This design comes from an exercise in tuning for small area on the open sky130 flow, not from production work.
RTL that was checked went through simulation tests only; none was proved equivalent to the original.
The RTL of runs 1 to 3 was laid out without a check of its function.
No activity file was given, so power comes from the tool's default toggle rates.

==> design.v <==
module uc1609_framer (
    input  wire        clk,
    input  wire        rst,           
    input  wire        req_valid,
    input  wire [31:0] req_word,
    output wire        req_ready,
    output wire        sts_valid,
    output wire [1:0]  sts_kind,      
    output wire [3:0]  sts_code,      
    output wire [3:0]  fault_code,
    output wire [31:0] fault_req,
    output reg         fm_re,
    output wire [16:0] fm_addr,
    input  wire [7:0]  fm_rdata,
    input  wire [16:0] fm_size,
    output wire        ev_valid,
    output wire [2:0]  ev_type,
    output reg  [7:0]  ev_data,
    input  wire        ev_ready
);
    localparam [3:0] F_ILLEGAL_OP = 4'd1, F_RESERVED = 4'd2, F_VALUE_RANGE = 4'd3,
                     F_OVERLAP = 4'd4, F_ADDR_RANGE = 4'd5, F_NO_FONT = 4'd6,
                     F_FONT_OOB = 4'd7, F_GLYPH_WIDTH = 4'd8, F_CURSOR_OVF = 4'd9;
    localparam [7:0] OP_SENDCMD = 8'h01, OP_SETCUR = 8'h02, OP_CONTRAST = 8'h03,
                     OP_SCROLL = 8'h04, OP_ROTATE = 8'h05, OP_INVERT = 8'h06,
                     OP_ALLON = 8'h07, OP_DISPEN = 8'h08, OP_SYSRST = 8'h09,
                     OP_HWRST = 8'h0A, OP_INIT = 8'h0B, OP_PWRDN = 8'h0C,
                     OP_CLEAR = 8'h0D, OP_SETFONT = 8'h0E, OP_SETSCALE = 8'h0F,
                     OP_SETAA = 8'h10, OP_PUTC = 8'h11, OP_PUTCAT = 8'h12;
    localparam [4:0] S_IDLE = 5'b00000, S_ACC = 5'b00001, S_STS = 5'b00010,
                     S_SF0  = 5'b00011, S_SF1 = 5'b00100, S_H2  = 5'b00101,
                     S_H3   = 5'b00110, S_H4  = 5'b00111, S_MUL = 5'b01000,
                     S_ADV  = 5'b01001, S_SEL = 5'b01010,
                     S_TB   = 5'b10000, S_TE  = 5'b10001, S_CSA = 5'b10010,
                     S_CSD  = 5'b10011, S_F0  = 5'b10100, S_F2  = 5'b10101,
                     S_F1   = 5'b10110, S_PULSE = 5'b10111, S_GD = 5'b11110;
    reg [4:0]  state;
    reg [15:0] col_q;
    reg [2:0]  row_q;
    reg        scale2_q;
    reg        aa_q;
    reg        font_valid_q;
    reg [16:0] fb3_q;          
    reg [7:0]  fw_q;
    reg [7:0]  contrast_q;
    reg [1:0]  orient_q;       
    reg [3:0]  fault_q;
    reg [31:0] fr;             
    reg        rej;
    reg        f_clear, f_repos;
    wire [16:0] acc     = fr[16:0];
    wire [7:0]  cnt     = fr[24:17];
    wire [4:0]  pw      = fr[29:25];
    wire        half    = fr[30];
    wire        f_glyph = fr[31];
    assign fault_code = fault_q;
    assign fault_req  = fr;
    assign req_ready  = (state == S_ACC);
    assign sts_valid  = (state == S_STS);
    wire   fault_nz   = |fault_q;
    assign sts_kind   = {fault_nz & rej, fault_nz & !rej};
    assign sts_code   = rej ? 4'd0 : fault_q;
    assign fm_addr    = acc;
    wire [7:0] op = req_word[31:24];
    wire [7:0] fa = req_word[23:16];
    wire [7:0] fb = req_word[15:8];
    wire [7:0] fc = req_word[7:0];
    wire is_putcat = (op == OP_PUTCAT);
    wire is_char   = (op == OP_PUTC) || is_putcat;
    wire [7:0] code = fa;
    wire cls_cr  = (code == 8'h0D);
    wire cls_lf  = (code == 8'h0A);
    wire cls_tab = (code == 8'h09);
    wire cls_bs  = (code == 8'h08);
    function [3:0] inc3;    
        input [2:0] a;
        inc3 = {a[2] & a[1] & a[0], a[2] ^ (a[1] & a[0]), a[1] ^ a[0], !a[0]};
    endfunction
    function lt192;
        input [15:0] v;
        lt192 = (v[15:8] == 8'd0) && !(v[7] && v[6]);
    endfunction
    function [16:0] add17;
        input [16:0] a;
        input [16:0] b;
        input        c;
        integer k;
        reg cy;
        begin
            cy = c;
            for (k = 0; k < 17; k = k + 1) begin
                add17[k] = a[k] ^ b[k] ^ cy;
                cy = (a[k] & b[k]) | (a[k] & cy) | (b[k] & cy);
            end
        end
    endfunction
    function ge17;
        input [16:0] a;
        input [16:0] b;
        integer k;
        reg br;
        begin
            br = 1'b0;
            for (k = 0; k < 17; k = k + 1)
                br = (!a[k] & b[k]) | (!a[k] & br) | (b[k] & br);
            ge17 = !br;
        end
    endfunction
    function gt8;
        input [7:0] a;
        input [7:0] b;
        integer k;
        reg g;
        begin
            g = 1'b0;
            for (k = 0; k < 8; k = k + 1)
                g = (a[k] & !b[k]) | (a[k] & g) | (!b[k] & g);
            gt8 = g;
        end
    endfunction
    function [7:0] inc8;
        input [7:0] a;
        integer k;
        reg cy;
        begin
            cy = 1'b1;
            for (k = 0; k < 8; k = k + 1) begin
                inc8[k] = a[k] ^ cy;
                cy = a[k] & cy;
            end
        end
    endfunction
    wire [15:0] ecol = is_putcat ? {8'h00, fb} : col_q;
    wire [2:0]  erow = is_putcat ? fc[2:0]     : row_q;
    wire [3:0]  nl_row   = scale2_q ? {erow[2] & erow[1], erow[2] ^ erow[1], !erow[1], erow[0]}
                                    : inc3(erow);
    wire        nl_clear = nl_row[3];
    wire [3:0]  row_inc  = inc3(row_q);
    wire [7:0]  cnt_inc  = inc8(cnt);
    reg [31:0] mask;
    always @(*) begin
        case (op)
            OP_SENDCMD, OP_SETCUR, OP_SETFONT:             mask = 32'hFF0000FF;
            OP_CONTRAST, OP_SCROLL, OP_ROTATE, OP_INVERT,
            OP_ALLON, OP_DISPEN, OP_SETSCALE, OP_SETAA,
            OP_PUTC:                                       mask = 32'hFF00FFFF;
            OP_PUTCAT:                                     mask = 32'hFF000000;
            default:                                       mask = 32'hFFFFFFFF;
        endcase
    end
    reg [3:0] dec_fault;
    always @(*) begin
        dec_fault = 4'd0;
        if (op == 8'h00 || (|op[7:5]) || (op[4] && (op[3] || op[2] || (op[1] && op[0]))))
            dec_fault = F_ILLEGAL_OP;
        else if ((req_word & mask) != {op, 24'h000000})
            dec_fault = F_RESERVED;
        else begin
            case (op)
                OP_SENDCMD:  if ((fa & fb) != 8'h00) dec_fault = F_OVERLAP;
                OP_SETCUR:   if ((fa[7] && fa[6]) || (|fb[7:3])) dec_fault = F_ADDR_RANGE;
                OP_SCROLL:   if (|fa[7:6]) dec_fault = F_VALUE_RANGE;
                OP_ROTATE:   if ((fa & 8'hF9) != 8'h00) dec_fault = F_VALUE_RANGE;
                OP_INVERT, OP_ALLON, OP_DISPEN, OP_SETAA:
                             if (|fa[7:1]) dec_fault = F_VALUE_RANGE;
                OP_PUTCAT:   if ((fb[7] && fb[6]) || (|fc[7:3])) dec_fault = F_ADDR_RANGE;
                             else if (!font_valid_q) dec_fault = F_NO_FONT;
                OP_PUTC:     if (!font_valid_q) dec_fault = F_NO_FONT;
                default: ;
            endcase
        end
    end
    reg         x_fw, x_3, x_5, sub, cin;
    wire [7:0]  xv  = ({8{x_fw}} & fw_q) | {5'd0, x_5, x_3, x_3 | x_5};
    wire [16:0] bin = {{9{sub}}, xv ^ {8{sub}}};
    wire [16:0] sum = add17(acc, bin, cin);
    wire        ge_size = ge17(sum, fm_size);
    wire [16:0] adv_val = (cls_bs && sum[16]) ? 17'd0 : sum;
    wire c_gt = gt8(code, fm_rdata);
    wire c_eq = (code == fm_rdata);
    wire no_flags = !(f_clear || f_repos || f_glyph);
    wire [3:0] nlast = !no_flags ? 4'd2 :
                       (op[3:0] == 4'hB) ? 4'd8 :
                       (op[3:0] == 4'h3) ? 4'd1 : 4'd0;
    reg [7:0] cmd_k;
    always @(*) begin
        case (op[3:0])
            4'h3: cmd_k = cnt[0] ? 8'h00 : 8'h81;
            4'h4: cmd_k = 8'h40;
            4'h5: cmd_k = 8'hC0;
            4'h6: cmd_k = 8'hA6;
            4'h7: cmd_k = 8'hA4;
            4'h8: cmd_k = 8'hAE;
            4'h9: cmd_k = 8'hE2;
            4'hC: cmd_k = 8'hAE;
            4'hB: begin
                case (cnt[3:0])
                    4'd0: cmd_k = 8'h27;
                    4'd1: cmd_k = 8'h8A;
                    4'd2: cmd_k = 8'hA1;
                    4'd3: cmd_k = 8'hEB;
                    4'd4: cmd_k = 8'h2F;
                    4'd5: cmd_k = 8'h81;
                    4'd6: cmd_k = contrast_q;
                    4'd7: cmd_k = 8'hAF;
                    default: cmd_k = {5'b11000, orient_q, 1'b0};
                endcase
            end
            default: cmd_k = 8'h00;
        endcase
    end
    wire       mask_a   = (op[3:0] == 4'h3) && !cnt[0];
    wire [7:0] cmd_byte = cmd_k | (mask_a ? 8'h00 : fa) | fb;
    wire [2:0] page = half ? row_inc[2:0] : row_q;
    reg  [7:0] cur_byte;
    always @(*) begin
        case (cnt[1:0])
            2'd0:    cur_byte = {4'h0, col_q[3:0]};
            2'd1:    cur_byte = {4'h1, col_q[7:4]};
            default: cur_byte = {5'b10110, page};
        endcase
    end
    wire [3:0] gx     = cnt[3:0];
    wire       g_left = gx[0] || (gx == 4'd0);
    wire       g_aa   = aa_q && (gx != 4'd11);
    wire [4:0] gw     = half ? fm_rdata[7:3] : fm_rdata[4:0];
    wire [4:0] gO     = g_left ? pw : gw;
    wire [4:0] gN     = g_left ? gw : pw;
    reg  [3:0] g_odd;
    reg  [2:0] g_even;
    integer i;
    always @(*) begin
        for (i = 0; i < 4; i = i + 1)
            g_odd[i] = g_aa && !gO[i] && gO[i+1] && gN[i] && !gN[i+1];
        for (i = 0; i < 3; i = i + 1)
            g_even[i] = g_aa && gO[i] && !gO[i+1] && !gN[i] && gN[i+1];
    end
    wire [7:0] g_t = {gO[3] | g_odd[3], gO[3] | g_even[2], gO[2] | g_odd[2], gO[2] | g_even[1],
                      gO[1] | g_odd[1], gO[1] | g_even[0], gO[0] | g_odd[0], gO[0]};
    wire [7:0] g2byte = half ? {gO[4], gO[4], gO[3], g_t[6:2]} : g_t;
    wire [7:0] gd_byte = f_clear ? 8'h00 : scale2_q ? g2byte :
                         (cnt == 8'd0) ? 8'h00 : fm_rdata;
    wire g1_last = (cnt == fw_q);
    assign ev_valid = state[4];
    assign ev_type  = state[2:0];
    always @(*) begin
        case (state)
            S_F1:    ev_data = no_flags ? cmd_byte : cur_byte;
            S_GD:    ev_data = gd_byte;
            default: ev_data = 8'h00;
        endcase
    end
    wire fire = ev_valid && ev_ready;
    wire [2:0] adv_lim = {cls_tab && scale2_q, cls_tab, cls_tab || scale2_q};
    wire       g2_bot  = !half && (row_q != 3'd7);
    wire       gd_read = !f_clear && (!scale2_q || !gx[0]);
    always @(*) begin
        x_fw = 1'b0; x_3 = 1'b0; x_5 = 1'b0; sub = 1'b0; cin = 1'b0;
        fm_re = 1'b0;
        case (state)
            S_SF0: begin x_3 = 1'b1; fm_re = 1'b1; end
            S_H2:  begin sub = 1'b1; fm_re = 1'b1; end
            S_H3:  fm_re = 1'b1;
            S_MUL: x_fw = 1'b1;
            S_ADV: begin x_fw = 1'b1; sub = cls_bs; cin = !cls_bs; end
            S_TB:  cin = 1'b1;
            S_GD: begin
                if (scale2_q && gx == 4'd11) begin
                    sub = 1'b1; x_5 = 1'b1;
                end else begin
                    cin   = 1'b1;
                    fm_re = fire && gd_read;
                end
            end
            default: ;
        endcase
    end
    reg [3:0] flt;     
    always @(posedge clk) begin
        flt = 4'd0;
        case (state)
            S_IDLE: begin
                f_clear <= 1'b0;
                f_repos <= 1'b0;
                rej     <= fault_nz;
                if (!fault_nz) begin
                    fr[31:17] <= 15'd0;        
                    if (op == OP_SETFONT)       fr[16:0] <= {1'b0, fa, fb};
                    else if (cls_tab || cls_bs) fr[16:0] <= {1'b0, ecol};
                    else                        fr[16:0] <= fb3_q;
                end
                if (req_valid) begin
                    state <= S_ACC;
                    if (!fault_nz) begin
                        flt = dec_fault;
                        if (dec_fault == 4'd0) begin
                            case (op)
                                OP_SENDCMD, OP_SCROLL, OP_INVERT, OP_ALLON,
                                OP_DISPEN, OP_SYSRST: state <= S_TB;
                                OP_CONTRAST: begin contrast_q <= fa; state <= S_TB; end
                                OP_ROTATE:   begin orient_q <= fa[2:1]; state <= S_TB; end
                                OP_HWRST, OP_INIT, OP_PWRDN: state <= S_PULSE;
                                OP_SETCUR: begin
                                    col_q   <= {8'h00, fa};
                                    row_q   <= fb[2:0];
                                    f_repos <= 1'b1;
                                    state   <= S_TB;
                                end
                                OP_CLEAR: begin
                                    col_q   <= 16'd0;
                                    row_q   <= 3'd0;
                                    f_clear <= 1'b1;
                                    state   <= S_TB;
                                end
                                OP_SETFONT: state <= S_SF0;
                                OP_SETSCALE: begin
                                    if (fa == 8'd1) scale2_q <= 1'b0;
                                    if (fa == 8'd2) scale2_q <= 1'b1;
                                end
                                OP_SETAA: aa_q <= fa[0];
                                OP_PUTC, OP_PUTCAT: begin
                                    if (cls_cr) begin
                                        col_q <= 16'd0;
                                        row_q <= erow;
                                    end else if (cls_lf) begin
                                        if (nl_clear) begin
                                            col_q   <= 16'd0;
                                            row_q   <= 3'd0;
                                            f_clear <= 1'b1;
                                            f_repos <= 1'b1;
                                            state   <= S_TB;
                                        end else begin
                                            col_q <= ecol;
                                            row_q <= nl_row[2:0];
                                            if (lt192(ecol)) begin
                                                f_repos <= 1'b1;
                                                state   <= S_TB;
                                            end
                                        end
                                    end else if (cls_tab || cls_bs) begin
                                        state <= S_ADV;
                                    end else begin
                                        state <= S_H2;
                                    end
                                end
                                default: ;
                            endcase
                        end
                    end
                end
            end
            S_SF0: begin
                if (ge_size) begin
                    flt = F_FONT_OOB;
                    state <= S_ACC;
                end else begin
                    fb3_q <= sum;
                    state <= S_SF1;
                end
            end
            S_SF1: begin
                fw_q         <= fm_rdata;
                font_valid_q <= 1'b1;
                state        <= S_ACC;
            end
            S_H2: begin
                fr[16:0] <= sum;
                state    <= S_H3;
            end
            S_H3: begin
                fr[16:0] <= fb3_q;
                if (c_gt) begin
                    col_q <= ecol;
                    row_q <= erow;
                    state <= S_ACC;
                end else begin
                    state <= S_H4;
                end
            end
            S_H4: begin
                fr[24:17] <= fm_rdata;
                if (!c_gt && !c_eq) begin
                    col_q <= ecol;
                    row_q <= erow;
                    state <= S_ACC;
                end else if (scale2_q && fw_q != 8'd5) begin
                    flt = F_GLYPH_WIDTH;
                    state <= S_ACC;
                end else begin
                    state <= S_MUL;
                end
            end
            S_MUL: begin
                if (cnt == code) begin
                    if (fw_q != 8'd0 && ge_size) begin
                        flt = F_FONT_OOB;
                        state <= S_ACC;
                    end else begin
                        fr[31] <= 1'b1;
                        state  <= S_TB;
                        if (!lt192(ecol)) begin
                            col_q   <= 16'd0;
                            f_repos <= 1'b1;
                            if (nl_clear) begin
                                f_clear <= 1'b1;
                                row_q   <= 3'd0;
                            end else begin
                                row_q   <= nl_row[2:0];
                            end
                        end else begin
                            col_q <= ecol;
                            row_q <= erow;
                        end
                    end
                end else begin
                    fr[16:0]  <= sum;
                    fr[24:17] <= cnt_inc;
                end
            end
            S_ADV: begin
                fr[16:0]  <= adv_val;
                fr[24:17] <= cnt_inc;
                if (cnt[2:0] == adv_lim) begin
                    state <= S_ACC;
                    if (cls_tab && sum[16]) begin
                        flt = F_CURSOR_OVF;
                    end else begin
                        col_q <= adv_val[15:0];
                        if (cls_tab || cls_bs) begin
                            row_q <= erow;
                            if (lt192(adv_val[15:0])) begin
                                f_repos <= 1'b1;
                                state   <= S_TB;
                            end
                        end
                    end
                end
            end
            S_PULSE: if (fire) state <= (op[3:0] == 4'hA) ? S_ACC : S_TB;
            S_TB: begin
                if (fire) begin
                    fr[16:0] <= sum;           
                    state    <= S_CSA;
                end
            end
            S_CSA: begin
                fr[24:17] <= 8'd0;
                if (fire) state <= S_F0;
            end
            S_SEL: begin
                fr[24:17] <= 8'd0;
                state <= no_flags ? S_CSD : S_F0;
            end
            S_F0: if (fire) state <= S_F1;
            S_F1: if (fire) state <= S_F2;
            S_F2: begin
                if (fire) begin
                    if (cnt[3:0] != nlast) begin
                        fr[24:17] <= cnt_inc;
                        state     <= S_F0;
                    end else begin
                        fr[29:17] <= 13'd0;    
                        if (no_flags) begin
                            state <= S_CSD;
                        end else if (f_clear || !f_repos) begin
                            state <= S_GD;
                        end else begin
                            f_repos <= 1'b0;
                            state   <= S_SEL;
                        end
                    end
                end
            end
            S_GD: begin
                if (fire) begin
                    fr[24:17] <= cnt_inc;
                    if (f_clear) begin
                        if (cnt == 8'd191) begin
                            fr[24:17] <= 8'd0;
                            row_q     <= row_inc[2:0];
                            if (row_q == 3'd7) begin
                                f_clear <= 1'b0;
                                state   <= S_SEL;
                            end else begin
                                state   <= S_F0;
                            end
                        end
                    end else if (scale2_q) begin
                        if (!gx[0]) begin
                            fr[16:0] <= sum;
                            if (gx != 4'd0) fr[29:25] <= gw;
                        end
                        if (gx == 4'd11) begin
                            fr[24:17] <= 8'd0;
                            if (g2_bot) begin
                                fr[30]   <= 1'b1;
                                fr[16:0] <= sum;
                                state    <= S_F0;
                            end else begin
                                fr[31] <= 1'b0;
                                state  <= S_SEL;
                            end
                        end
                    end else begin
                        fr[16:0] <= sum;
                        if (g1_last) begin
                            fr[31] <= 1'b0;
                            state  <= S_SEL;
                        end
                    end
                end
            end
            S_CSD: if (fire) state <= S_TE;
            S_TE: begin
                fr[16:0]  <= {1'b0, col_q};
                fr[24:17] <= 8'd0;
                if (fire) state <= (is_char && !cls_lf && !cls_tab && !cls_bs) ? S_ADV : S_ACC;
            end
            S_ACC: state <= S_STS;
            S_STS: state <= S_IDLE;
            default: state <= S_IDLE;
        endcase
        if (flt != 4'd0) begin
            fault_q <= flt;
            fr      <= req_word;
        end
        if (rst || (state == S_ACC && !fault_nz))
            fr <= 32'd0;
        if (rst) begin
            state        <= S_IDLE;
            col_q        <= 16'd0;
            row_q        <= 3'd0;
            scale2_q     <= 1'b0;
            aa_q         <= 1'b0;
            font_valid_q <= 1'b0;
            contrast_q   <= 8'h49;
            orient_q     <= 2'd0;
            fault_q      <= 4'd0;
        end
    end
endmodule
==> run.sh <==
#!/bin/bash
# synth_recipe.tcl (not shown) runs the flow's synth.tcl, then flattens the netlist and writes it again
# the make line also repeats each setting of config.mk as NAME=value (left out here)
make -C /OpenROAD-flow-scripts/flow DESIGN_CONFIG=/design/flow/config.mk WORK_HOME=/design/flow/orfs CLKGATE_MAP_FILE= SYNTH_SCRIPT=/design/flow/synth_recipe.tcl finish
==> config.mk <==
export PLATFORM = sky130hd
export DESIGN_NAME = uc1609_framer
export DESIGN_NICKNAME = uc1609_framer
export VERILOG_FILES = /design/flow/design.v
export SDC_FILE = /design/flow/constraint.sdc
export NUM_CORES = 4
export LEC_CHECK = 0
export CAP_MARGIN = 20
export CORE_MARGIN = 2
export CORE_UTILIZATION = 40
export SLEW_MARGIN = 20
==> constraint.sdc <==
create_clock -name core_clock -period 12.0 [get_ports {clk}]
set_input_delay 2.4000 -clock core_clock [delete_from_list [all_inputs] [get_ports {clk}]]
set_output_delay 2.4000 -clock core_clock [all_outputs]
set_load 0.01 [all_outputs]
==> results.json, run 1 <==
{
  "place.gp.congestion": 0.999,
  "clock_path_buffers": 2,
  "tightest_slew_ns": 1.08,
  "rsz0062_at_grt": "false",
  "cp-start-kind": "input port",
  "setup_viol": 0,
  "worst-path-buf-inv": 5,
  "final_layout_size_suffix_gt1_share_pct": 7.44,
  "final_area_um2": 12100,
  "critPathKind": "in -> reg",
  "synth_cells": 1313,
  "fmax_mhz": 86.8,
  "fin_nets": 1494,
  "synth_area_um2": 10300,
  "crit_slowest_cell": "or4_4",
  "cp-end-kind": "register",
  "postSynthNetCount": 1414,
  "synthDistinctLibCells": 99,
  "antenna_found_initial": 0,
  "critPathMaxFanout": 8,
  "critical_path_arrival_ns": 11.81,
  "slew_headroom_pct": 26.8,
  "num_antenna_cells": 0,
  "cts_num_sinks": 101,
  "grt_use_total_pct": 33.3,
  "cts_max_level": 3,
  "hold_buffers": 0,
  "cp.required_ns": 12.29,
  "gr-total-overflow": 0,
  "fin_worst_skew_ns": 0.0132,
  "clk_pin_slew_ns": 0.08,
  "utilization_pct": 47.9,
  "vias": 11770,
  "max_cap_violations": 0,
  "synth_warnings": 1,
  "grt_start_max_net_pins": 39,
  "die_w_um": 164,
  "io_buffers": 134,
  "ir_drop_mv": 0.0675,
  "ys_seq_area_share_pct": 22.4,
  "post-route-period-util_pct": 96.0,
  "cts_resized": 0,
  "clk_latency_ns": 0.37,
  "dp_hpwl_um": 34300,
  "status": "timing/DRC/antenna clean",
  "finalCriticalPeriod_ns": 11.52,
  "dieArea_um2": 26900,
  "route.detailed.drc": 0,
  "powerDensity_nw_per_um2": 179,
  "p_total_mw": 2.16,
  "via_per_inst": 6.81,
  "slew_violations": 0,
  "hold_class": "reg -> reg",
  "drt-wirelength-per-cell_um": 26.2,
  "core_um2": 25200,
  "start_util_pct": 40.7,
  "fin_tns_setup_ns": 0,
  "cts-root-buf": "clkbuf_16",
  "ioPinCount": 135,
  "fillerInstances": 2482,
  "max_stage_delay_ns": 0.55,
  "cts_inserted_buffers": 9,
  "path_common_cell": "fa_1",
  "syn_area_per_cell_um2": 7.81,
  "synth-async-reset-ratio_pct": 0,
  "grt_pass1_wl_um": 67400,
  "p_leak_nw": 4.36,
  "die-height_um": 164,
  "final_cell_mix": "134 x nand2_1, 134 x clkdlybuf4s50_1, 111 x nor2_1",
  "drt_wl_total_um": 45200,
  "syn_to_final_growth_pct": 17.5,
  "ys.flop_type": "dfxtp_1",
  "grt_pass1_vias": 10680,
  "dr.first_iter.drc_count": 1782,
  "critPathTopFamily": "adder cells",
  "synth_seq_cells": 101,
  "first_pass_iters": 8,
  "place_area_um2": 11800,
  "finalHoldViolCount": 0,
  "fin_hold_ws_ns": 0.474,
  "synth_edf_count": 28,
  "postCtsSetupBuffers": 0,
  "rows": 58,
  "cts_tree": "done",
  "drtAntennaViolNets": 0
}
path summary, 6_finish.rpt:
kind	endpoint	slack [ns]	cells past startpoint	startpoint
setup reg to reg	fr[23]	1.40	34	fr[17]
hold / removal	contrast_q[6]	0.47	2	contrast_q[6]
hold reg to reg	contrast_q[6]	0.47	2	contrast_q[6]
setup / recovery	fr[23]	0.48	34	req_word[20]
per-layer routing:
layer  vias up  GRT usage (%)  part of all wire [%]
met4         0           8.21                   2.6
met3       108           9.72                    13
met5         -              0                     0
met1      5677           47.4                    41
li1       5144              -                     -
met2       841           49.2                    43
cell type report:
class | instances | area (um^2) | area share (%)
inverter | 59 | 221 | 1.84
multi-input combinational | 1041 | 7140 | 59.2
clock inverter | 6 | 55.1 | 0.457
timing repair buffer | 181 | 1690 | 14.1
sequential | 101 | 2300 | 19.1
tap | 330 | 413 | 3.43
clock buffer | 10 | 229 | 1.90
Yosys cell counts (all sizes together) (24+ instances only):
library cell / count / area share, %
nor2: 115 / 4.3
clkbuf: 56 / 2.0
nand3: 36 / 1.8
nor3: 30 / 1.6
dfxtp: 73 / 14
buf: 55 / 3.9
mux2i: 64 / 6.2
ha: 24 / 2.9
nand2: 136 / 5.0
a22o: 25 / 2.1
edfxtp: 28 / 8.2
inv: 58 / 2.1
o21ai: 65 / 3.2
a21oi: 78 / 3.8
state kept, by name, summed over array words and instances (netlist names), 3 cells and up:
signal and flops:
fr 32, fb3_q 17, col_q 16, contrast_q 8, fw_q 8, state 5, fault_q 4, row_q 3
stage by stage:
| stage | setup slack, ns | std cells |
|---|---|---|
| final | 0.477 | 1728 |
| after global routing | 0.0212 | 1728 |
| after CTS | 0.439 | 1728 |
| after detailed placement | 0.102 | 1712 |
| after global placement | 0.221 | 1712 |
| after floorplan | 0.316 | 1313 |
kinds of logic (layout without fill, tap and decap cells):
group,count (synthesis),after routing,share of synthesized area (%)
xor gates and xnor gates,31,31,2.65
adders and majority gates,40,40,6.05
AOI/OAI and AO/OA,437,437,31.1
buffers and inverters,171,256,8.22
muxes,69,69,6.79
DFF,101,101,22.4
and+or+nand+nor,464,464,22.7
report_power, final:
part / switching (mW) / total, mW / internal, mW
Sequential: 0.141 / 0.574 / 0.433
Combinational: 0.758 / 1.28 / 0.525
Clock: 0.156 / 0.301 / 0.146
Total: 1.05 / 2.16 / 1.10
tightest hold or removal path, delay by kind of cell (launching register included):
kind / cells / cell delay (ns)
DFF: 1 / 0.33
muxes: 1 / 0.06
and+or+nand+nor: 1 / 0.06
==> run 2: changes to the inputs <==
--- a/design.v
+++ b/design.v
@@ -32,3 +32,3 @@
                      S_H3   = 5'b00110, S_H4  = 5'b00111, S_MUL = 5'b01000,
-                     S_ADV  = 5'b01001, S_SEL = 5'b01010,
+                     S_ADV  = 5'b01001, S_SEL = 5'b01010, S_GC = 5'b01011,
                      S_TB   = 5'b10000, S_TE  = 5'b10001, S_CSA = 5'b10010,
@@ -50,4 +50,5 @@
     reg        f_clear, f_repos;
-    wire [16:0] acc     = fr[16:0];
-    wire [7:0]  cnt     = fr[24:17];
+    reg        pcd;            
+    wire [7:0]  cnt     = fr[7:0];
+    wire [16:0] acc     = fr[24:8];
     wire [4:0]  pw      = fr[29:25];
@@ -132,6 +133,4 @@
     endfunction
-    wire [15:0] ecol = is_putcat ? {8'h00, fb} : col_q;
-    wire [2:0]  erow = is_putcat ? fc[2:0]     : row_q;
-    wire [3:0]  nl_row   = scale2_q ? {erow[2] & erow[1], erow[2] ^ erow[1], !erow[1], erow[0]}
-                                    : inc3(erow);
+    wire [3:0]  nl_row   = scale2_q ? {row_q[2] & row_q[1], row_q[2] ^ row_q[1], !row_q[1], row_q[0]}
+                                    : inc3(row_q);
     wire        nl_clear = nl_row[3];
@@ -181,29 +180,33 @@
     wire no_flags = !(f_clear || f_repos || f_glyph);
-    wire [3:0] nlast = !no_flags ? 4'd2 :
-                       (op[3:0] == 4'hB) ? 4'd8 :
-                       (op[3:0] == 4'h3) ? 4'd1 : 4'd0;
-    reg [7:0] cmd_k;
+    reg [3:0] cmd_start;
     always @(*) begin
         case (op[3:0])
-            4'h3: cmd_k = cnt[0] ? 8'h00 : 8'h81;
-            4'h4: cmd_k = 8'h40;
-            4'h5: cmd_k = 8'hC0;
-            4'h6: cmd_k = 8'hA6;
-            4'h7: cmd_k = 8'hA4;
-            4'h8: cmd_k = 8'hAE;
-            4'h9: cmd_k = 8'hE2;
-            4'hC: cmd_k = 8'hAE;
-            4'hB: begin
-                case (cnt[3:0])
-                    4'd0: cmd_k = 8'h27;
-                    4'd1: cmd_k = 8'h8A;
-                    4'd2: cmd_k = 8'hA1;
-                    4'd3: cmd_k = 8'hEB;
-                    4'd4: cmd_k = 8'h2F;
-                    4'd5: cmd_k = 8'h81;
-                    4'd6: cmd_k = contrast_q;
-                    4'd7: cmd_k = 8'hAF;
-                    default: cmd_k = {5'b11000, orient_q, 1'b0};
-                endcase
-            end
+            4'hB:    cmd_start = 4'd0;     
+            4'h3:    cmd_start = 4'd5;     
+            4'h5:    cmd_start = 4'd8;     
+            4'h1:    cmd_start = 4'd9;     
+            4'h4:    cmd_start = 4'd10;    
+            4'h6:    cmd_start = 4'd11;    
+            4'h7:    cmd_start = 4'd12;    
+            4'h9:    cmd_start = 4'd14;    
+            default: cmd_start = 4'd13;    
+        endcase
+    end
+    reg [7:0] cmd_k;
+    always @(*) begin
+        case (cnt[3:0])
+            4'd0:    cmd_k = 8'h27;
+            4'd1:    cmd_k = 8'h8A;
+            4'd2:    cmd_k = 8'hA1;
+            4'd3:    cmd_k = 8'hEB;
+            4'd4:    cmd_k = 8'h2F;
+            4'd5:    cmd_k = 8'h81;
+            4'd6:    cmd_k = contrast_q;
+            4'd7:    cmd_k = 8'hAF;
+            4'd8:    cmd_k = {5'b11000, orient_q, 1'b0};
+            4'd10:   cmd_k = 8'h40;
+            4'd11:   cmd_k = 8'hA6;
+            4'd12:   cmd_k = 8'hA4;
+            4'd13:   cmd_k = 8'hAE;
+            4'd14:   cmd_k = 8'hE2;
             default: cmd_k = 8'h00;
@@ -211,4 +214,5 @@
     end
-    wire       mask_a   = (op[3:0] == 4'h3) && !cnt[0];
-    wire [7:0] cmd_byte = cmd_k | (mask_a ? 8'h00 : fa) | fb;
+    wire [7:0] cmd_byte = cmd_k | (cnt[3] ? fa : 8'h00) | fb;
+    wire frame_last = no_flags ? (cnt[3] || (cnt[3:0] == 4'd6 && op[3:0] == 4'h3))
+                               : (cnt[1:0] == 2'd2);
     wire [2:0] page = half ? row_inc[2:0] : row_q;
@@ -278,4 +282,6 @@
     reg [3:0] flt;     
+    wire special = cls_cr || cls_lf || cls_tab || cls_bs;
     always @(posedge clk) begin
         flt = 4'd0;
+        pcd <= 1'b0;
         case (state)
@@ -286,6 +292,5 @@
                 if (!fault_nz) begin
-                    fr[31:17] <= 15'd0;        
-                    if (op == OP_SETFONT)       fr[16:0] <= {1'b0, fa, fb};
-                    else if (cls_tab || cls_bs) fr[16:0] <= {1'b0, ecol};
-                    else                        fr[16:0] <= fb3_q;
+                    if (op == OP_SETFONT)       fr <= req_word;
+                    else if (cls_tab || cls_bs) fr <= {7'd0, 1'b0, col_q, 8'd0};
+                    else                        fr <= {7'd0, fb3_q, 8'd0};
                 end
@@ -321,5 +326,9 @@
                                 OP_PUTC, OP_PUTCAT: begin
-                                    if (cls_cr) begin
+                                    if (is_putcat && special && !pcd) begin
+                                        col_q <= {8'h00, fb};
+                                        row_q <= fc[2:0];
+                                        pcd   <= 1'b1;
+                                        state <= S_IDLE;
+                                    end else if (cls_cr) begin
                                         col_q <= 16'd0;
-                                        row_q <= erow;
                                     end else if (cls_lf) begin
@@ -332,5 +341,4 @@
                                         end else begin
-                                            col_q <= ecol;
                                             row_q <= nl_row[2:0];
-                                            if (lt192(ecol)) begin
+                                            if (lt192(col_q)) begin
                                                 f_repos <= 1'b1;
@@ -366,3 +374,3 @@
             S_H2: begin
-                fr[16:0] <= sum;
+                fr[24:8] <= sum;
                 state    <= S_H3;
@@ -370,17 +378,9 @@
             S_H3: begin
-                fr[16:0] <= fb3_q;
-                if (c_gt) begin
-                    col_q <= ecol;
-                    row_q <= erow;
-                    state <= S_ACC;
-                end else begin
-                    state <= S_H4;
-                end
+                fr[24:8] <= fb3_q;
+                state    <= c_gt ? S_GC : S_H4;
             end
             S_H4: begin
-                fr[24:17] <= fm_rdata;
+                fr[7:0] <= fm_rdata;
                 if (!c_gt && !c_eq) begin
-                    col_q <= ecol;
-                    row_q <= erow;
-                    state <= S_ACC;
+                    state <= S_GC;
                 end else if (scale2_q && fw_q != 8'd5) begin
@@ -399,20 +399,28 @@
                         fr[31] <= 1'b1;
-                        state  <= S_TB;
-                        if (!lt192(ecol)) begin
-                            col_q   <= 16'd0;
-                            f_repos <= 1'b1;
-                            if (nl_clear) begin
-                                f_clear <= 1'b1;
-                                row_q   <= 3'd0;
-                            end else begin
-                                row_q   <= nl_row[2:0];
-                            end
+                        state  <= S_GC;
+                    end
+                end else begin
+                    fr[24:8] <= sum;
+                    fr[7:0]  <= cnt_inc;
+                end
+            end
+            S_GC: begin
+                if (is_putcat && !pcd) begin
+                    col_q <= {8'h00, fb};
+                    row_q <= fc[2:0];
+                    pcd   <= 1'b1;
+                end else if (!f_glyph) begin
+                    state <= S_ACC;
+                end else begin
+                    state <= S_TB;
+                    if (!lt192(col_q)) begin
+                        col_q   <= 16'd0;
+                        f_repos <= 1'b1;
+                        if (nl_clear) begin
+                            f_clear <= 1'b1;
+                            row_q   <= 3'd0;
                         end else begin
-                            col_q <= ecol;
-                            row_q <= erow;
+                            row_q   <= nl_row[2:0];
                         end
                     end
-                end else begin
-                    fr[16:0]  <= sum;
-                    fr[24:17] <= cnt_inc;
                 end
@@ -420,4 +428,4 @@
             S_ADV: begin
-                fr[16:0]  <= adv_val;
-                fr[24:17] <= cnt_inc;
+                fr[24:8] <= adv_val;
+                fr[7:0]  <= cnt_inc;
                 if (cnt[2:0] == adv_lim) begin
@@ -428,8 +436,5 @@
                         col_q <= adv_val[15:0];
-                        if (cls_tab || cls_bs) begin
-                            row_q <= erow;
-                            if (lt192(adv_val[15:0])) begin
-                                f_repos <= 1'b1;
-                                state   <= S_TB;
-                            end
+                        if ((cls_tab || cls_bs) && lt192(adv_val[15:0])) begin
+                            f_repos <= 1'b1;
+                            state   <= S_TB;
                         end
@@ -441,3 +446,3 @@
                 if (fire) begin
-                    fr[16:0] <= sum;           
+                    fr[24:8] <= sum;           
                     state    <= S_CSA;
@@ -446,3 +451,3 @@
             S_CSA: begin
-                fr[24:17] <= 8'd0;
+                fr[7:0] <= {4'd0, no_flags ? cmd_start : 4'd0};
                 if (fire) state <= S_F0;
@@ -450,3 +455,3 @@
             S_SEL: begin
-                fr[24:17] <= 8'd0;
+                fr[7:0] <= 8'd0;
                 state <= no_flags ? S_CSD : S_F0;
@@ -457,7 +462,8 @@
                 if (fire) begin
-                    if (cnt[3:0] != nlast) begin
-                        fr[24:17] <= cnt_inc;
-                        state     <= S_F0;
+                    if (!frame_last) begin
+                        fr[7:0] <= cnt_inc;
+                        state   <= S_F0;
                     end else begin
-                        fr[29:17] <= 13'd0;    
+                        fr[7:0]   <= 8'd0;
+                        fr[29:25] <= 5'd0;
                         if (no_flags) begin
@@ -475,7 +481,7 @@
                 if (fire) begin
-                    fr[24:17] <= cnt_inc;
+                    fr[7:0] <= cnt_inc;
                     if (f_clear) begin
                         if (cnt == 8'd191) begin
-                            fr[24:17] <= 8'd0;
-                            row_q     <= row_inc[2:0];
+                            fr[7:0] <= 8'd0;
+                            row_q   <= row_inc[2:0];
                             if (row_q == 3'd7) begin
@@ -489,3 +495,3 @@
                         if (!gx[0]) begin
-                            fr[16:0] <= sum;
+                            fr[24:8] <= sum;
                             if (gx != 4'd0) fr[29:25] <= gw;
@@ -493,6 +499,6 @@
                         if (gx == 4'd11) begin
-                            fr[24:17] <= 8'd0;
+                            fr[7:0] <= 8'd0;
                             if (g2_bot) begin
                                 fr[30]   <= 1'b1;
-                                fr[16:0] <= sum;
+                                fr[24:8] <= sum;
                                 state    <= S_F0;
@@ -504,3 +510,3 @@
                     end else begin
-                        fr[16:0] <= sum;
+                        fr[24:8] <= sum;
                         if (g1_last) begin
@@ -514,5 +520,5 @@
             S_TE: begin
-                fr[16:0]  <= {1'b0, col_q};
-                fr[24:17] <= 8'd0;
-                if (fire) state <= (is_char && !cls_lf && !cls_tab && !cls_bs) ? S_ADV : S_ACC;
+                fr[24:8] <= {1'b0, col_q};
+                fr[7:0]  <= 8'd0;
+                if (fire) state <= (is_char && !special) ? S_ADV : S_ACC;
             end
==> flow/run.sh (new file) <==
#!/bin/bash
# Layout: the standard flow (standard.sh) with two changes:
#  1. after the standard synthesis, the combinational logic is mapped again by
#     ABC with area-oriented scripts (reabc.tcl, a few scripts, the smallest
#     result is kept); the registers and the adder cells of the standard
#     synthesis stay as they are, with their names;
#  2. the port buffers are buf_1 cells.
# Each tool run writes its full output to a log file of its own in this folder.
set -euo pipefail
R=orfs/results/${FLOW_PLATFORM}/uc1609_framer/base
bash standard.sh synth > 1_standard_synth.log 2>&1
cp "$R/1_2_yosys.v" "$R/1_2_yosys_standard.v"
YOSYS=$(command -v yosys || echo "$FLOW_HOME/../tools/install/yosys/bin/yosys")
LIB="$FLOW_HOME/platforms/${FLOW_PLATFORM}/lib/sky130_fd_sc_hd__tt_025C_1v80.lib"
M="strash;dch;map,-a"
SCRIPTS=(
  "+$M;$M;$M;strash;dch;amap,-F,30,-A,30;topo;dnsize"
  "+$M;$M;$M;strash;dch;amap;topo;dnsize"
  "+$M;$M;$M;$M;$M;$M;topo;dnsize"
  "+$M;$M;$M;topo;dnsize"
)
best=""
best_area=""
for i in "${!SCRIPTS[@]}"; do
  REABC_IN="$R/1_2_yosys_standard.v" REABC_OUT="$R/1_2_yosys_reabc$i.v" REABC_LIB="$LIB" \
  REABC_TOP="$FLOW_TOP" REABC_SCRIPT="${SCRIPTS[$i]}" \
    "$YOSYS" -c flow/reabc.tcl > "2_reabc$i.log" 2>&1 || continue
  area=$(grep "Chip area" "2_reabc$i.log" | tail -1 | awk '{print $NF}')
  echo "script $i: area $area" >> 2_reabc_choice.log
  if [[ -z "$best" ]] || awk "BEGIN{exit !($area < $best_area)}"; then
    best=$i; best_area=$area
  fi
done
if [[ -n "$best" ]]; then
  echo "kept script $best (area $best_area)" >> 2_reabc_choice.log
  cp "$R/1_2_yosys_reabc$best.v" "$R/1_2_yosys.v"
else
  echo "no script succeeded, kept the standard netlist" >> 2_reabc_choice.log
fi
touch "$R/1_2_yosys.v"
bash standard.sh BUFFER_PORTS_ARGS="-buffer_cell sky130_fd_sc_hd__buf_1" finish > 3_standard_finish.log 2>&1
==> flow/reabc.tcl (new file) <==
# Map the combinational logic of the standard synthesis netlist again, for area.
# Registers (flip-flops) and full/half adder cells stay as they are, with their
# instance names; only the other cells are replaced.
yosys -import
set lib $::env(REABC_LIB)
read_liberty -ignore_miss_func $lib
blackbox sky130_fd_sc_hd__*df* sky130_fd_sc_hd__*dl* sky130_fd_sc_hd__fa_* sky130_fd_sc_hd__ha_*
read_verilog $::env(REABC_IN)
hierarchy -check -top $::env(REABC_TOP)
flatten
opt_clean
abc -liberty $lib -dont_use *lpflow* -dont_use *probe* -script $::env(REABC_SCRIPT)
# cell definitions again, for the checks below (flatten dropped the unused ones)
read_liberty -lib -ignore_redef $lib
opt_clean -purge
hilomap -singleton -hicell sky130_fd_sc_hd__conb_1 HI -locell sky130_fd_sc_hd__conb_1 LO
insbuf -buf sky130_fd_sc_hd__buf_1 A X
splitnets
opt_clean -purge
yosys rename -enumerate -pattern _r%_
check -assert
stat -liberty $lib
write_verilog -noattr -nohex -nodec $::env(REABC_OUT)
==> standard.sh (new file) <==
#!/bin/bash
# synth_recipe.tcl (not shown) runs the flow's synth.tcl, then flattens the netlist and writes it again
# the make line also repeats each setting of config.mk as NAME=value (left out here)
make -C /OpenROAD-flow-scripts/flow DESIGN_CONFIG=/design/flow/config.mk WORK_HOME=/design/flow/orfs CLKGATE_MAP_FILE= SYNTH_SCRIPT=/design/flow/synth_recipe.tcl "${@:-finish}"
removed: run.sh
==> results.json, run 2 <==
{
  "status": "timing/DRC/antenna clean",
  "critPathKind": "in -> reg",
  "first_pass_iters": 9,
  "critical_path.reg2reg.endpoint": "fr[1]",
  "clk_pin_slew_ns": 0.08,
  "max_stage_delay_ns": 0.44,
  "ioPinCount": 135,
  "die-height_um": 152,
  "cts_tree": "done",
  "grt_pass1_vias": 10282,
  "largest_reg_flops": 32,
  "highest_layer": "met4",
  "powerDensity_nw_per_um2": 183,
  "hold_class": "reg -> reg",
  "post-route-period-util_pct": 95.7,
  "start_util_pct": 40.6,
  "cp-start-kind": "input port",
  "cp-end-kind": "register",
  "synth_area_um2": 8800,
  "rr_worst_depth": 43,
  "cts-root-buf": "clkbuf_16",
  "dr.first_iter.drc_count": 1481,
  "route.detailed.drc": 0,
  "dp_hpwl_um": 36000,
  "gr-total-overflow": 0,
  "final_cells": 1636,
  "crit_end": "fr[1]",
  "r2r_slack_ns": 1.44,
  "layout_commonest_cell": "clkinv_1",
  "via_per_inst": 6.77,
  "slew_headroom_pct": 27.5,
  "placed_cells": 1616,
  "crit_slowest_cell": "fa_1",
  "synth_cells": 1215,
  "r2r_start": "state[2]",
  "clock_path_buffers": 2,
  "drtAntennaViolNets": 0,
  "tightest_slew_ns": 1.08,
  "largest_register": "fr",
  "top_regs": "fr: 32 flops, fb3_q: 17 flops, col_q: 16 flops",
  "cts_inserted_buffers": 9,
  "fin_worst_skew_ns": 0.0161,
  "critical_path_arrival_ns": 11.75,
  "final_cell_mix": "187 x clkinv_1, 150 x nor2_1, 134 x buf_1",
  "vias": 11073,
  "slew_violations": 0,
  "p_leak_nw": 3.46,
  "postSynthNetCount": 1319,
  "p_total_mw": 1.88,
  "finalCriticalPeriod_ns": 11.48,
  "met1_length_um": 17700,
  "cp.required_ns": 12.27,
  "finalHoldViolCount": 0,
  "grt_start_max_net_pins": 24,
  "synth_warnings": 1,
  "grt_use_total_pct": 38.7,
  "cts_num_sinks": 102,
  "die_w_um": 152,
  "syn_area_per_cell_um2": 7.24,
  "io_buffers": 134,
  "cts_max_level": 3,
  "fin_nets": 1453,
  "max_cap_violations": 0,
  "critPathLaunch": "req_word[21]",
  "dieArea_um2": 23200,
  "rows": 54,
  "wl_met2_um": 19700,
  "drt_wl_total_um": 45900,
  "drt-wirelength-per-cell_um": 28.1,
  "place.gp.congestion": 1.03,
  "syn_to_final_growth_pct": 16.8,
  "grt_pass1_wl_um": 67900,
  "fmax_mhz": 87.1,
  "core_um2": 21700,
  "path_common_cell": "fa_1",
  "wl_met3_um": 5580,
  "ir_drop_mv": 0.0830,
  "clk_latency_ns": 0.38,
  "final_layout_size_suffix_gt1_share_pct": 7.61,
  "antenna_found_initial": 0,
  "critPathMaxFanout": 16,
  "hold_buffers": 0,
  "setup_viol": 0
}
==> run 2: cell type report <==
class | count | area, um^2
diodes | 2 | 5.00
clock buffers | 9 | 225
clock inverters | 7 | 63.8
fillers | 2288 | 11400
inverters | 193 | 759
multi-input cells | 850 | 5610
flip-flops and latches | 102 | 2320
well taps | 280 | 350
repair buffers | 193 | 946
==> run 2: what timing repair did <==
item                                    CTS  global route
buffers inserted                          0             2
gates resized for setup                   0             4
endpoints found under the setup margin    0            29
endpoints found under the hold margin     0             0
==> run 2: per-layer routing <==
layer  vias up  global-route usage, %
li1       4853                      -
met1      5138                   50.4
met2       888                   59.4
met3       194                   9.16
met4         0                   20.6
met5         -                      0
==> run 2: worst min-delay path by stage <==
stage / startpoint / end / slack [ns] / cells after the start
after floorplan: contrast_q[1] / contrast_q[1] / 0.43 / 2
after global placement: contrast_q[1] / contrast_q[1] / 0.45 / 2
after detailed placement: contrast_q[1] / contrast_q[1] / 0.46 / 2
after CTS: contrast_q[1] / contrast_q[1] / 0.47 / 2
after global routing: contrast_q[2] / contrast_q[2] / 0.52 / 2
final: contrast_q[1] / contrast_q[1] / 0.47 / 2
==> run 2: metrics by stage <==
stage          cell area [um^2]  util [%]  setup TNS (ns)  hold slack, ns  setup WS (ns)
6_report                  10300      47.4               0           0.467          0.519
3_5_place_dp               9950      45.9          -0.815           0.456         -0.146
5_1_grt                   10300      47.4         -0.0191           0.516        -0.0191
4_1_cts                   10200      47.2               0           0.469          0.203
3_3_place_gp               9950      45.9               0           0.454         0.0803
2_1_floorplan              8920         -               0           0.425        0.00121
==> run 2: worst max-delay path: cells and delay by family <==
| kind | cells | cell delay, ns |
|---|---|---|
| buffers and inverters | 10 | 1.08 |
| AND/OR/NAND/NOR | 11 | 1.91 |
| AO/OA/AOI/OAI | 9 | 1.47 |
| adder cells (fa/ha/maj) | 16 | 4.87 |
==> run 2: power by group <==
part	internal (mW)	switching (mW)
sequential	0.430	0.105
combinational	0.340	0.692
clock	0.147	0.169
total	0.917	0.966
==> run 3: changes to the inputs <==
--- a/config.mk
+++ b/config.mk
@@ -10,2 +10,3 @@
 export CORE_UTILIZATION = 40
+export GPL_TIMING_DRIVEN = 0
 export SLEW_MARGIN = 20
==> results.json, run 3 <==
{
  "place.gp.congestion": 1.06,
  "cp-start-kind": "input port",
  "die_w_um": 152,
  "critPathMaxFanout": 10,
  "grt_pass1_vias": 10500,
  "synth_warnings": 1,
  "syn_to_final_growth_pct": 20.8,
  "powerDensity_nw_per_um2": 188,
  "max_stage_delay_ns": 0.43,
  "clk_pin_slew_ns": 0.08,
  "clock_path_buffers": 2,
  "first_pass_iters": 7,
  "synth_cells": 1215,
  "final_cell_mix": "197 x buf_1, 181 x clkinv_1, 143 x nor2_1",
  "slew_headroom_pct": 23.1,
  "utilization_pct": 49.0,
  "largest_reg_flops": 32,
  "io_buffers": 134,
  "cts_max_level": 3,
  "post-route-period-util_pct": 97.6,
  "dr.first_iter.drc_count": 1594,
  "drt_wl_total_um": 46000,
  "cts_num_sinks": 102,
  "grt_use_total_pct": 38.5,
  "critPathKind": "in -> reg",
  "fin_worst_skew_ns": 0.0126,
  "slew_violations": 0,
  "tightest_slew_ns": 1.15,
  "top_regs": "fr: 32 flops, fb3_q: 17 flops, col_q: 16 flops",
  "fmax_mhz": 85.4,
  "clk_latency_ns": 0.38,
  "critical_path_arrival_ns": 11.99,
  "core_um2": 21700,
  "r2r_start": "state[1]",
  "drtAntennaViolNets": 0,
  "status": "timing/DRC/antenna clean",
  "antenna_found_initial": 1,
  "hold_class": "reg -> reg",
  "gr-total-overflow": 0,
  "layout_commonest_cell": "buf_1",
  "cp.required_ns": 12.28,
  "cts_tree": "done",
  "start_util_pct": 40.6,
  "ioPinCount": 135,
  "fin_nets": 1499,
  "max_cap_violations": 0,
  "path_common_cell": "fa_2",
  "rows": 54,
  "cts-root-buf": "clkbuf_16",
  "dp_hpwl_um": 34800,
  "dieArea_um2": 23200,
  "fillerInstances": 2255,
  "grt_pass1_wl_um": 67700,
  "finalHoldViolCount": 0,
  "route.detailed.drc": 0,
  "critPathLaunch": "req_word[22]",
  "synth_area_um2": 8800,
  "cts_inserted_buffers": 9,
  "cp-end-kind": "register",
  "setup_viol": 0,
  "via_per_inst": 6.77,
  "hp-start": "contrast_q[1]",
  "postSynthNetCount": 1319,
  "largest_register": "fr",
  "die-height_um": 152,
  "finalCriticalPeriod_ns": 11.71,
  "syn_area_per_cell_um2": 7.24,
  "hold_buffers": 0,
  "grt_start_max_net_pins": 24,
  "num_antenna_cells": 0,
  "drt-wirelength-per-cell_um": 27.4,
  "final_layout_size_suffix_gt1_share_pct": 8.71,
  "crit_slowest_cell": "fa_2",
  "vias": 11367,
  "ir_drop_mv": 0.105,
  "p_leak_nw": 3.49,
  "fin_hold_ws_ns": 0.466
}
run 3: critical path, delay by kind of cell:
family | cells | cell delay, ns
adders and majority gates | 16 | 4.96
AOI/OAI and AO/OA | 9 | 1.40
buffers and inverters | 11 | 1.32
and+or+nand+nor | 12 | 1.85
run 3: metal layers:
| metal | vias to the layer above | wire (um) | share of wire (%) | global-route usage, % |
|---|---|---|---|---|
| li1 | 4961 | - | - | - |
| met1 | 5417 | 18100 | 39 | 51.1 |
| met2 | 819 | 20000 | 44 | 59.1 |
| met3 | 170 | 5200 | 11 | 8.59 |
| met4 | 0 | 2690 | 5.8 | 19.3 |
| met5 | - | 0 | 0 | 0 |
run 3: repair_timing:
item,in CTS,in global routing
buffers inserted,14,8
pin swaps,5,13
gates cloned,2,0
hold endpoints to repair,0,0
resized for setup,41,23
setup endpoints to repair,66,33
run 3: final timing paths:
check | to | slack, ns | cells after the start
min reg2reg | contrast_q[1] | 0.47 | 2
min | contrast_q[1] | 0.47 | 2
max | fr[30] | 0.29 | 48
max reg2reg | fr[30] | 0.38 | 45
run 3: stage by stage:
stage	setup slack (ns)	instances	cell area (um^2)	TNS, ns	total power, mW
after floorplan	0.00121	1215	8920	0	1.14
after global placement	-3.80	1629	9770	-157.56	1.52
after detailed placement	-2.55	1641	9940	-91.76	1.55
after CTS	0.0260	1672	10500	0	1.94
after global routing	-0.00986	1680	10600	-0.00986	2.08
final	0.289	1680	10600	0	2.00
run 3: layout make-up:
cell class | count | area (um^2) | share of cell area (%)
flip-flops and latches | 102 | 2320 | 21.8
clock inverters | 7 | 81.3 | 0.765
repair inverters | 2 | 15.0 | 0.141
repair buffers | 167 | 812 | 7.64
multi-input cells | 850 | 5770 | 54.3
plain buffers | 70 | 263 | 2.47
inverters | 193 | 791 | 7.44
well taps | 280 | 350 | 3.30
clock buffers | 9 | 225 | 2.12
run 3: power by group:
part           leakage (nW)  switching [mW]  internal (mW)
clock                 0.150           0.172          0.150
combinational          2.47           0.747          0.385
sequential            0.867           0.113          0.430
==> run 4: changes to the inputs <==
--- a/design.v
+++ b/design.v
@@ -176,3 +176,4 @@
     wire        ge_size = ge17(sum, fm_size);
-    wire [16:0] adv_val = (cls_bs && sum[16]) ? 17'd0 : sum;
+    wire        adv_sub = cnt[7];            
+    wire [16:0] adv_val = (adv_sub && sum[16]) ? 17'd0 : sum;
     wire c_gt = gt8(code, fm_rdata);
@@ -268,3 +269,3 @@
             S_MUL: x_fw = 1'b1;
-            S_ADV: begin x_fw = 1'b1; sub = cls_bs; cin = !cls_bs; end
+            S_ADV: begin x_fw = 1'b1; sub = adv_sub; cin = !adv_sub; end
             S_TB:  cin = 1'b1;
@@ -293,3 +294,3 @@
                     if (op == OP_SETFONT)       fr <= req_word;
-                    else if (cls_tab || cls_bs) fr <= {7'd0, 1'b0, col_q, 8'd0};
+                    else if (cls_tab || cls_bs) fr <= {7'd0, 1'b0, col_q, cls_bs, 7'd0};
                     else                        fr <= {7'd0, fb3_q, 8'd0};
==> results.json, run 4 <==
{
  "cts_inserted_buffers": 9,
  "start_util_pct": 41.1,
  "first_pass_iters": 8,
  "p_int_uw": 996,
  "top_regs": "fr: 32 flops, fb3_q: 17 flops, col_q: 16 flops",
  "critical_path_arrival_ns": 11.68,
  "die_w_um": 151,
  "violations": "max-capacitance violations, max-slew violations",
  "setup_viol": 0,
  "ioPinCount": 135,
  "swShare_pct": 53.0,
  "drtAntennaViolNets": 0,
  "tightest_slew_ns": 1.54,
  "hold_depth": 2,
  "vias": 11131,
  "dieArea_um2": 22900,
  "core_um2": 21200,
  "cts_num_sinks": 102,
  "max_cap_violations": 1,
  "cp-start-kind": "register",
  "route.detailed.drc": 0,
  "drt-wirelength-per-cell_um": 26.8,
  "synth_cells": 1217,
  "finalCriticalPeriod_ns": 11.47,
  "clockPowerShare_pct": 14.5,
  "post-route-period-util_pct": 95.6,
  "rr_worst_depth": 36,
  "fmax_mhz": 87.2,
  "gr-total-overflow": 0,
  "grt_use_total_pct": 38.9,
  "power_frac_comb_pct": 57.7,
  "fin_nets": 1482,
  "powerDensity_nw_per_um2": 210,
  "synth_area_um2": 8690,
  "grt_pass1_wl_um": 65400,
  "antenna_found_initial": 1,
  "crit_slowest_cell": "dfxtp_1",
  "ir_drop_mv": 0.158,
  "power_frac_seq_pct": 27.8,
  "clock_path_buffers": 2,
  "grt_start_max_net_pins": 24,
  "slew_headroom_pct": -3.60,
  "critPathMaxFanout": 22,
  "cp-end-kind": "register",
  "dp_hpwl_um": 34700,
  "syn_to_final_growth_pct": 16.1,
  "postSynthNetCount": 1321,
  "place.gp.congestion": 1.03,
  "p_sw_mw": 1.12,
  "largest_register": "fr",
  "final_layout_size_suffix_gt1_share_pct": 4.34,
  "grt_pass1_vias": 10154,
  "syn_area_per_cell_um2": 7.14,
  "io_buffers": 134,
  "num_antenna_cells": 0,
  "p_leak_nw": 3.18,
  "place_area_um2": 9720,
  "finalHoldViolCount": 0,
  "dr.first_iter.drc_count": 1495,
  "cp.required_ns": 12.21,
  "max_stage_delay_ns": 0.70,
  "layout_commonest_cell": "buf_1",
  "final_cell_mix": "203 x buf_1, 193 x clkinv_1, 148 x nor2_1",
  "hold_class": "reg -> reg",
  "path_common_cell": "fa_1",
  "status": "finished with violations",
  "cts_tree": "done",
  "fin_worst_skew_ns": 0.0134,
  "critPathKind": "reg -> reg",
  "via_per_inst": 6.71,
  "synth_warnings": 1,
  "die-height_um": 151,
  "slew_violations": 3,
  "largest_reg_flops": 32,
  "clk_pin_slew_ns": 0.08,
  "hold_buffers": 0,
  "cts-root-buf": "clkbuf_16",
  "clk_latency_ns": 0.37,
  "rows": 53,
  "drt_wl_total_um": 44500,
  "cts_max_level": 3,
  "rsz0062_at_grt": "false",
  "utilization_pct": 47.7,
  "final_area_um2": 10100
}
==> run 4: area by class of cell <==
cell class              instances  area (um^2)
plain buffers                  70          263
clock buffers                  10          229
clock inverters                 6         55.1
fillers                      2241        11100
inverters                     196          742
multi-input cells             849         5500
flip-flops and latches        102         2320
well taps                     275          344
repair buffers                150          634
==> run 4: worst paths after layout <==
| check | startpoint | slack (ns) | endpoint |
|---|---|---|---|
| worst max-delay path | state[4] | 0.53 | fr[3] |
| worst min-delay path | orient_q[0] | 0.48 | orient_q[0] |
| worst max register to register | state[4] | 0.53 | fr[3] |
| worst min register to register | orient_q[0] | 0.48 | orient_q[0] |
==> run 4: timing repair <==
item,in CTS,in global routing
buffers inserted,0,3
cloned,0,0
pin swaps,0,2
resized for setup,12,7
endpoints found under the setup margin,35,32
==> run 4: power by group through the flow <==
stage / logic, mW / clock network (mW) / registers, mW
after floorplan: 0.764 / 0 / 0.539
after global placement: 1.14 / 0 / 0.594
after detailed placement: 1.17 / 0 / 0.595
after CTS: 1.18 / 0.303 / 0.587
after global routing: 1.31 / 0.315 / 0.605
final: 1.22 / 0.307 / 0.590
==> run 4: critical path, delay by kind of cell (launching register included) <==
family | cells | cell delay [ns]
AO/OA/AOI/OAI | 9 | 2.00
adder cells (fa/ha/maj) | 16 | 5.52
buffers and inverters | 5 | 1.04
flip-flops | 1 | 0.70
AND/OR/NAND/NOR | 6 | 1.98
==> run 4: stage by stage <==
step           setup slack (ns)  hold slack, ns  instances  setup TNS (ns)  total power, mW
6_report                  0.527           0.475       1658               0             2.12
3_3_place_gp              -2.59           0.453       1626         -112.53             1.74
5_1_grt                  0.0133           0.496       1658               0             2.23
3_5_place_dp              -1.92           0.464       1639          -54.17             1.76
2_1_floorplan              1.76           0.425       1217               0             1.30
4_1_cts                  0.0341           0.475       1655               0             2.07
==> run 4: layer usage <==
| metal | part of all wire [%] | vias up | track usage (%) | routed length (um) |
|---|---|---|---|---|
| li1 | - | 4895 | - | - |
| met1 | 41 | 5255 | 53.6 | 18000 |
| met2 | 42 | 818 | 58.0 | 18800 |
| met3 | 12 | 163 | 8.22 | 5230 |
| met4 | 5.4 | 0 | 18.0 | 2390 |
| met5 | 0 | - | 0 | 0 |
==> run 5: changes to the inputs <==
--- a/config.mk
+++ b/config.mk
@@ -10,3 +10,2 @@
 export CORE_UTILIZATION = 40
-export GPL_TIMING_DRIVEN = 0
 export SLEW_MARGIN = 20
==> results.json, run 5 <==
{
  "postCtsSetupBuffers": 0,
  "post-route-period-util_pct": 92.7,
  "cp.required_ns": 12.26,
  "synth_warnings": 1,
  "synth_cells": 1217,
  "final_cell_mix": "196 x clkinv_1, 155 x nor2_1, 134 x buf_1",
  "path_common_cell": "fa_1",
  "clk_pin_slew_ns": 0.08,
  "p_leak_nw": 3.11,
  "largest_register": "fr",
  "cp-end-kind": "register",
  "final_layout_size_suffix_gt1_share_pct": 3.78,
  "antenna_found_initial": 1,
  "slew_headroom_pct": 24.2,
  "grt_use_total_pct": 39.0,
  "fin_nets": 1423,
  "fmax_mhz": 89.9,
  "top_regs": "fr: 32 flops, fb3_q: 17 flops, col_q: 16 flops",
  "cts_num_sinks": 102,
  "setup_viol": 0,
  "dr.first_iter.drc_count": 1544,
  "first_pass_iters": 7,
  "syn_area_per_cell_um2": 7.14,
  "ioPinCount": 135,
  "utilization_pct": 46.4,
  "hold_class": "reg -> reg",
  "cts-root-buf": "clkbuf_16",
  "grt_pass1_wl_um": 65500,
  "status": "timing/DRC/antenna clean",
  "critical_path_arrival_ns": 11.38,
  "grt_start_max_net_pins": 25,
  "critPathMaxFanout": 13,
  "cts_resized": 0,
  "die_w_um": 151,
  "via_per_inst": 6.90,
  "finalHoldViolCount": 0,
  "max_stage_delay_ns": 0.45,
  "clock_path_buffers": 2,
  "ir_drop_mv": 0.122,
  "gr-total-overflow": 0,
  "vias": 11041,
  "drt_wl_total_um": 44900,
  "dieArea_um2": 22900,
  "fin_hold_ws_ns": 0.472,
  "drt-wirelength-per-cell_um": 28.1,
  "start_util_pct": 41.1,
  "grt_pass1_vias": 9964,
  "fillerInstances": 2217,
  "io_buffers": 134,
  "critPathKind": "reg -> reg",
  "hold_buffers": 0,
  "tightest_slew_ns": 1.13,
  "core_um2": 21200,
  "max_cap_violations": 0,
  "die-height_um": 151,
  "layout_commonest_cell": "clkinv_1",
  "worst_slack_ns": 0.880,
  "cts_inserted_buffers": 9,
  "fin_tns_setup_ns": 0,
  "largest_reg_flops": 32,
  "rows": 53,
  "powerDensity_nw_per_um2": 215,
  "dp_hpwl_um": 34800,
  "rsz0062_at_grt": "false",
  "synth_area_um2": 8690,
  "dpl_worst_slack_ns": 0.764,
  "drtAntennaViolNets": 0,
  "p_total_mw": 2.11,
  "crit_slowest_cell": "fa_1",
  "cp-start-kind": "register",
  "slew_violations": 0,
  "finalCriticalPeriod_ns": 11.12,
  "fin_worst_skew_ns": 0.0140,
  "cts_max_level": 3,
  "clk_latency_ns": 0.38,
  "cts_tree": "done",
  "postSynthNetCount": 1321,
  "place.gp.congestion": 1.09,
  "syn_to_final_growth_pct": 12.8,
  "route.detailed.drc": 0
}
run 5: cell types whose count changed in the layout (fill, tap and decap cells not counted), sizes merged:
cell / before / now
buf: 220 / 161
clkbuf: 10 / 9
clkinv: 198 / 199
diode: 0 / 1
run 5: worst paths after layout:
path              cells past startpoint        start           to  slack, ns
setup / recovery                     44     state[3]        fr[1]       0.88
hold / removal                        2  orient_q[1]  orient_q[1]       0.47
setup reg to reg                     44     state[3]        fr[1]       0.88
hold reg to reg                       2  orient_q[1]  orient_q[1]       0.47
run 5: through the flow:
step	std cells	area, um^2
2_1_floorplan	1217	8690
3_3_place_gp	1583	9510
3_5_place_dp	1583	9510
4_1_cts	1599	9800
5_1_grt	1599	9800
6_report	1600	9810
run 5: worst max-delay path, delay by kind of cell (launching register included):
kind / cells / cell delay, ns
compound gates: 10 / 2.34
fa+ha+maj: 16 / 5.18
buf+inv: 8 / 1.12
flops: 1 / 0.44
simple gates: 10 / 1.90
run 5: layout make-up:
type                       count  area (um^2)  share of cell area, %
clock inverter                 7         66.3                  0.676
antenna                        1         2.50                 0.0255
tap                          275          344                   3.51
timing repair buffer         161          706                   7.20
multi-input combinational    849         5410                   55.1
clock buffer                   9          225                   2.30
sequential                   102         2320                   23.7
inverter                     196          736                   7.50
run 5: power breakdown:
part | total [mW] | internal (mW) | switching [mW]
clock network | 0.313 | 0.146 | 0.167
logic | 1.21 | 0.378 | 0.837
registers | 0.582 | 0.451 | 0.132
total | 2.11 | 0.975 | 1.13
run 5: routing by layer:
| metal | global-route usage (%) | up-vias | wire (um) |
|---|---|---|---|
| met2 | 57.8 | 873 | 18800 |
| met5 | 0.909 | - | 0 |
| met3 | 9.07 | 157 | 5830 |
| li1 | - | 4781 | - |
| met1 | 53.7 | 5230 | 18000 |
| met4 | 17.4 | 0 | 2300 |

## port drivers added, routing unchanged
The results above use ideal ports. As a check the final layouts listed here were re-extracted and re-timed, cells and wires unchanged.
Step 1 (the two cells are an assumption about what drives the block):
set clk [get_ports {clk}]
set_driving_cell -lib_cell sky130_fd_sc_hd__clkbuf_16 $clk
set_driving_cell -lib_cell sky130_fd_sc_hd__buf_2 [delete_from_list [all_inputs] $clk]
Step 2 moves the port delays by t, midway between the first and last clock arrival at a register: inputs arrive t later, outputs are due t later. That takes back most of the time a late clock gives input paths.
Slacks: ideal / step 1 / step 2; pairs: ideal / step 1.
run	t (ns)	setup slack, ns	worst register clock-pin slew, ns	cell pins on the clock port's net
run 1	0.413	0.477 / 0.505 / 0.092	0.08 / 0.08	1
run 2	0.428	0.519 / 0.552 / 0.124	0.09 / 0.09	1
run 3	0.420	0.289 / 0.313 / -0.108	0.09 / 0.09	1
run 4	0.413	0.527 / 0.527 / 0.527	0.09 / 0.09	1
run 5	0.417	0.880 / 0.880 / 0.880	0.09 / 0.09	1
With both steps, setup timing fails in run 3, where it was met with ideal ports. For run 3, which loses most, drivers alone change the setup slack by +0.024 ns; drivers and shift together by -0.397 ns.
